From an optimization exercise on the open Yosys and OpenROAD flow, aimed at small area, a short achievable clock period and few clock cycles per item; shortcuts taken in it are not production practice. Only simulation tests tie the RTL to the original design; equivalence was not proved. No activity file was given, so power comes from the tool's default toggle rates.

Setup of juniper:
## gp_core
module gp_core (
    input  wire        clk,
    input  wire        rst,           
    input  wire        cmd_valid,
    output wire        cmd_ready,
    input  wire [31:0] cmd,
    input  wire [63:0] d,
    input  wire        alias_b_last,  
    output reg         rsp_valid,
    output reg  [63:0] q,
    output reg  [2:0]  err
);
    localparam [2:0] E_NONE  = 3'd0, E_FIELD = 3'd1, E_DIV0 = 3'd2,
                     E_OVFL  = 3'd3, E_UNFL  = 3'd4, E_ILLEGAL = 3'd5;
    reg [63:0] x0, x1, x2, x3;    
    reg [31:0] sw;                
    reg        zn_pend;           
    reg [1:0]  zn_idx;
    reg [31:0] ptr0, ptr1, cnt0, cnt1, pc, sb;
    reg [15:0] ofs0, ofs1, ix0, ix1, ixs0, ixs1, cnts0, cnts1, sp;
    reg [7:0]  mem0, mem1, mem2, mem3, mem4, mem5, mem6, mem7,
               mem8, mem9, mem10, mem11, mem12, mem13, mem14, mem15;
    reg [4:0]  sfree;             
    wire [1:0] sw_os = sw[19:18];
    reg        rdy;
    reg        s1_v;
    reg [7:0]  s1_op;
    reg [1:0]  s1_ra, s1_rb, s1_ci, s1_wf;
    reg [3:0]  s1_f;
    reg [63:0] s1_d;              
    reg        s1_al;
    reg        s1_ill;
    reg        s1_big;            
    reg        s1_gt1, s1_gt3, s1_gt7;
    reg [63:0] a_op;              
    reg [63:0] bx_op;             
    reg        s1_subm;
    reg [3:0]  s1_n;              
    reg        k_add, k_sub, k_logic, k_and, k_or, k_cmp, k_shl, k_shr, k_sar,
               k_mul, k_div, k_sext, k_set, k_getu, k_geti, k_sw, k_rfrd,
  ...
Size in the first run: roughly 10000 cells after synthesis, ~1300 flip-flops, roughly 0.096 mm² of cells after synthesis.
Settings: LEC_CHECK=0, CAP_MARGIN=30, CORE_MARGIN=2, CORE_UTILIZATION=40, PLACE_DENSITY=0.7, SLEW_MARGIN=20; clock period 11.0 ns.
standard.sh (not shown) runs the stock make flow with config.mk's settings and CLKGATE_MAP_FILE= SYNTH_SCRIPT=/design/flow/synth_recipe.tcl, a recipe that flattens the netlist after the stock synthesis.
==> flow/flow/run.sh <==
#!/bin/bash
# Own layout flow: the standard synthesis, then the standard ORFS steps with
# different repair settings (the SDC and clock period are unchanged): a larger
# setup margin for timing repair and the extra ORFS variables in flow/knobs.txt.
set -euo pipefail
W="$(pwd)"
MARGIN="$(cat flow/margin.txt)"
EXTRA="$(cat flow/knobs.txt 2>/dev/null || true)"
bash standard.sh synth > "$W/synth.log" 2>&1
# the same make command and knobs as standard.sh, with SETUP_SLACK_MARGIN raised
KNOBS=$(grep '^make ' standard.sh | sed -e 's/^.*CLKGATE_MAP_FILE= //' -e 's/ "\${@:-finish}"$//' -e 's/SETUP_SLACK_MARGIN=[^ ]*//')
eval make -C "$FLOW_HOME" DESIGN_CONFIG="$W/config.mk" WORK_HOME="$W/orfs" CLKGATE_MAP_FILE= \
    $KNOBS SETUP_SLACK_MARGIN="$MARGIN" $EXTRA finish > "$W/layout.log" 2>&1
R="$W/orfs/results/$FLOW_PLATFORM/gp_core/base"
: # left out here: write the final layout as DEF
==> flow/flow/knobs.txt <==
BUFFER_PORTS_ARGS="-buffer_cell sky130_fd_sc_hd__buf_2"
==> flow/flow/margin.txt <==
6.0
The final layout from juniper, which completed every stage, passed the timing, design-rule and antenna checks at the end of the flow.
Testbench counts of juniper, summed over its fixed seeds: cycles 23,831, items 16,000.
Input-level comparison between lagoon and juniper:
-- flow/config.mk --
<<< juniper, line 10
export CORE_UTILIZATION = 40
export PLACE_DENSITY = 0.7
export SLEW_MARGIN = 20
>>> lagoon, line 10
export CORE_UTILIZATION = 40
export SLEW_MARGIN = 20
export SYNTH_HIERARCHICAL = 1
Notes after the runs:
lagoon does worse than juniper on first-pass GRT wire length.
Summary: wire length, lagoon worse than juniper
Taking juniper as the reference, in lagoon summed instance area of the synthesized netlist saw an increase; half-perimeter wire length after detailed placement shows an increase of 22000 µm; share of the cycle needed by the critical path after routing went down 0.64 points; mean post-synth cell area moved up; cell count rose 141.
lagoon vs. juniper: arrival time reported for the critical path endpoint went down, via density per instance went down.
### lagoon -> ember
-- flow/config.mk --
<<< lagoon, line 7
export LEC_CHECK = 0
export CAP_MARGIN = 30
export CORE_MARGIN = 2
export CORE_UTILIZATION = 40
export SLEW_MARGIN = 20
>>> ember, line 7
export LEC_CHECK = 0
export CAP_MARGIN = 40
export CORE_MARGIN = 2
export CORE_UTILIZATION = 35
export SLEW_MARGIN = 20
### Flow results
Compared with lagoon, fmax in ember increased by a few percent.
The post-route core utilization number comes out lower for ember vs lagoon.
| share of total power in the clock network | ember vs lagoon | 0.4 points higher |
As far as total setup violations reported at the end of the flow goes, ember and lagoon are indistinguishable; the numbers are identical.
ember vs lagoon on final non-filler cell area: ember is the lower one.
ember -> stages 100% | layout checks FAIL | antenna rules
[compare] base=lagoon new=ember: setup slack has increased; fraction of cell area in non-clock buffers has remained practically unchanged; die span in y has increased; total power has decreased.

---

run 1:
gp_core, a different RTL version from the one above (not shown whole).
Size: roughly 11,000 cells after synthesis.
// gp_core
module gp_core (
    input  wire        clk,
    input  wire        rst,           
    input  wire        cmd_valid,
    output wire        cmd_ready,
    input  wire [31:0] cmd,
    input  wire [63:0] d,
    input  wire        alias_b_last,  
    output reg         rsp_valid,
    output reg  [63:0] q,
    output reg  [2:0]  err
);
    localparam [2:0] E_NONE  = 3'd0, E_FIELD = 3'd1, E_DIV0 = 3'd2,
                     E_OVFL  = 3'd3, E_UNFL  = 3'd4, E_ILLEGAL = 3'd5;
    reg [63:0] x0, x1, x2, x3;    
    reg [31:0] sw;                
    reg        zn_pend;           
    reg [1:0]  zn_idx;
    reg [31:0] ptr0, ptr1, cnt0, cnt1, pc, sb;
    reg [15:0] ofs0, ofs1, ix0, ix1, ixs0, ixs1, cnts0, cnts1, sp;
    reg [7:0]  mem0, mem1, mem2, mem3, mem4, mem5, mem6, mem7,
               mem8, mem9, mem10, mem11, mem12, mem13, mem14, mem15;
    reg [4:0]  sfree;             
    wire [1:0] sw_os = sw[19:18];
    reg        rdy;
    reg        s1_v;
    reg [7:0]  s1_op;
    reg [1:0]  s1_ra, s1_rb, s1_ci, s1_wf;
    reg [3:0]  s1_f;
    reg [63:0] s1_d;              
    reg        s1_al;
    reg        s1_ill;
    reg        s1_big;            
    reg        s1_gt1, s1_gt3, s1_gt7;
    reg [63:0] a_op;              
    reg [63:0] bx_op;             
    reg        s1_subm;
    reg [3:0]  s1_n;              
    reg        k_add, k_sub, k_logic, k_and, k_or, k_cmp, k_shl, k_shr, k_sar,
               k_mul, k_div, k_sext, k_set, k_getu, k_geti, k_sw, k_rfrd,
               k_rfwr, k_rst, k_push, k_pop;
    wire [7:0] c_op = cmd[31:24];
    wire [1:0] c_ra = cmd[23:22];
    wire [1:0] c_rb = cmd[21:20];
    wire [1:0] c_ci = cmd[19:18];
    wire [1:0] c_wf = cmd[17:16];
    wire [7:0] c_f  = cmd[15:8];
  ...
Settings: LEC_CHECK=0, CAP_MARGIN=40, CORE_MARGIN=2, CORE_UTILIZATION=35, SLEW_MARGIN=20, SYNTH_HIERARCHICAL=1; clock period 11.0 ns.
Scripts as last shown in full above: flow/flow/run.sh, flow/flow/knobs.txt, flow/flow/margin.txt
Run 1 did not stop at any stage, and its layout met the timing, design-rule and antenna checks.
Testbench counts of run 1, summed over its fixed seeds: cycles 22,308, items 16,000.
#### Input delta (run 4 over run 1)
Settings: CORE_UTILIZATION now 40, was 35.
Findings:
- Clock network power consumption, run 1 and run 4: lower on run 4
- Across run 1 and run 4, a clean result was obtained everywhere but in run 4.
- Run 4 -> stages 100% | layout checks FAIL | antenna violations
- After synthesis and placement, the instance count of run 4 is below that of run 1.
- End point of the critical path: u_md.X[0] -> run 4, x0[10] -> run 1
- Compared with run 1, in run 4 critical path depth climbed 8; number of nets in the layout climbed about 1%; total wire length after detailed routing climbed about 6%.

---

## run A
gp_core with an RTL version that a note above also has.
Size: about 10000 cells after synthesis.
==> flow/config.mk <==
export PLATFORM = sky130hd
export DESIGN_NAME = gp_core
export DESIGN_NICKNAME = gp_core
export VERILOG_FILES = /design/flow/design.v
export SDC_FILE = /design/flow/constraint.sdc
export NUM_CORES = 8
export LEC_CHECK = 0
export CAP_MARGIN = 30
export CORE_MARGIN = 2
export CORE_UTILIZATION = 40
export SLEW_MARGIN = 20
==> flow/constraint.sdc <==
create_clock -name core_clock -period 11.0 [get_ports {clk}]
set_input_delay 2.2000 -clock core_clock [delete_from_list [all_inputs] [get_ports {clk}]]
set_output_delay 2.2000 -clock core_clock [all_outputs]
set_load 0.01 [all_outputs]
Scripts as last shown in full above: flow/flow/run.sh, flow/flow/margin.txt
Run A finished every stage and its layout cleared the timing, design-rule and antenna checks.
Testbench counts of run A, summed over its fixed seeds: cycles 23,831, items 16,000.
### run A -> run B
- putting SYNTH_HIERARCHICAL at 1 where nothing was set
- swapping 30 for 40 in CAP_MARGIN
==> flow/flow/knobs.txt (new file) <==
BUFFER_PORTS_ARGS="-buffer_cell sky130_fd_sc_hd__buf_2"
Findings:
Number of sequential cells in the layout: run B vs run A, no meaningful difference
Comparing run B and run A, cell count is higher on run B.
Changes observed in run B relative to run A: sequential-cell power consumption dropped 6.5%, initial core utilization held steady.
Compared with run A, run B shows proportion of power drawn by the clock network higher by 0.9 points.
Run B ended up with a222oi_1 as its library cell contributing the largest single delay on the critical path; run A ended up with or3_4.
Against run A, run B comes in 1 lower on number of cells traversed by the worst register-to-register path.
Run B vs run A, die outline width went up by 7.8 um.
Power: run B better than run A
> inputs changed (run B -> run C)
- clearing SYNTH_HIERARCHICAL, which used to be 1
- swapping 40 for 30 in CAP_MARGIN
Notes after the runs:
- Run C vs run B — multi-input gate share of total cell area dropped 0.58 points.
- Compared with run B, in run C share of the clock period used by the worst path after layout picked up an extra 1.7 points; multi-input gate count now sits lower; worst setup slack before clock tree synthesis dropped 0.30 ns; non-filler instance count after layout shows a reduction of 1.9%.
- Compared with run B, run C shows a lower area of the die.
- On post-detailed-routing wire length, run B loses to run C.
- Net switching power figure (run C / run B): 1.13

==> static timing again, ports no longer ideal <==
The results above use ideal ports. As a check the final layouts listed here were re-extracted and re-timed, cells and wires unchanged. Step 1 (the two cells are an assumption about what drives the block):
set clk [get_ports {clk}]
set_driving_cell -lib_cell sky130_fd_sc_hd__clkbuf_16 $clk
set_driving_cell -lib_cell sky130_fd_sc_hd__buf_2 [delete_from_list [all_inputs] $clk]
Step 2 adds t to the input delays and takes it off the output delays; t is the mean of the earliest and latest rising clock arrival at the registers after step 1. Input paths then give back, and output paths get back, about the clock's delay inside the block. Slacks: ideal / step 1 / step 2; pairs: ideal / step 1.
run | shift t [ns] | setup WS [ns] | worst hold slack (ns)
juniper | 0.958 | 5.439 / 5.439 / 5.041 | 0.503 / 0.503 / 0.503
lagoon | 0.965 | 5.509 / 5.509 / 5.310 | 0.503 / 0.503 / 0.503
ember | 0.979 | 5.735 / 5.735 / 5.043 | 0.486 / 0.486 / 0.486
run 1 | 1.024 | 5.742 / 5.742 / 5.147 | 0.454 / 0.454 / 0.454
run 4 | 0.977 | 5.721 / 5.721 / 5.200 | 0.459 / 0.459 / 0.459
run A | 0.947 | 5.416 / 5.416 / 5.162 | 0.509 / 0.509 / 0.509
run B | 0.968 | 5.630 / 5.630 / 5.256 | 0.506 / 0.506 / 0.506
run C | 0.959 | 5.443 / 5.443 / 5.212 | 0.477 / 0.477 / 0.477
For ember, which loses most, drivers alone change the setup slack by 0.000 ns; drivers and shift together by -0.692 ns.
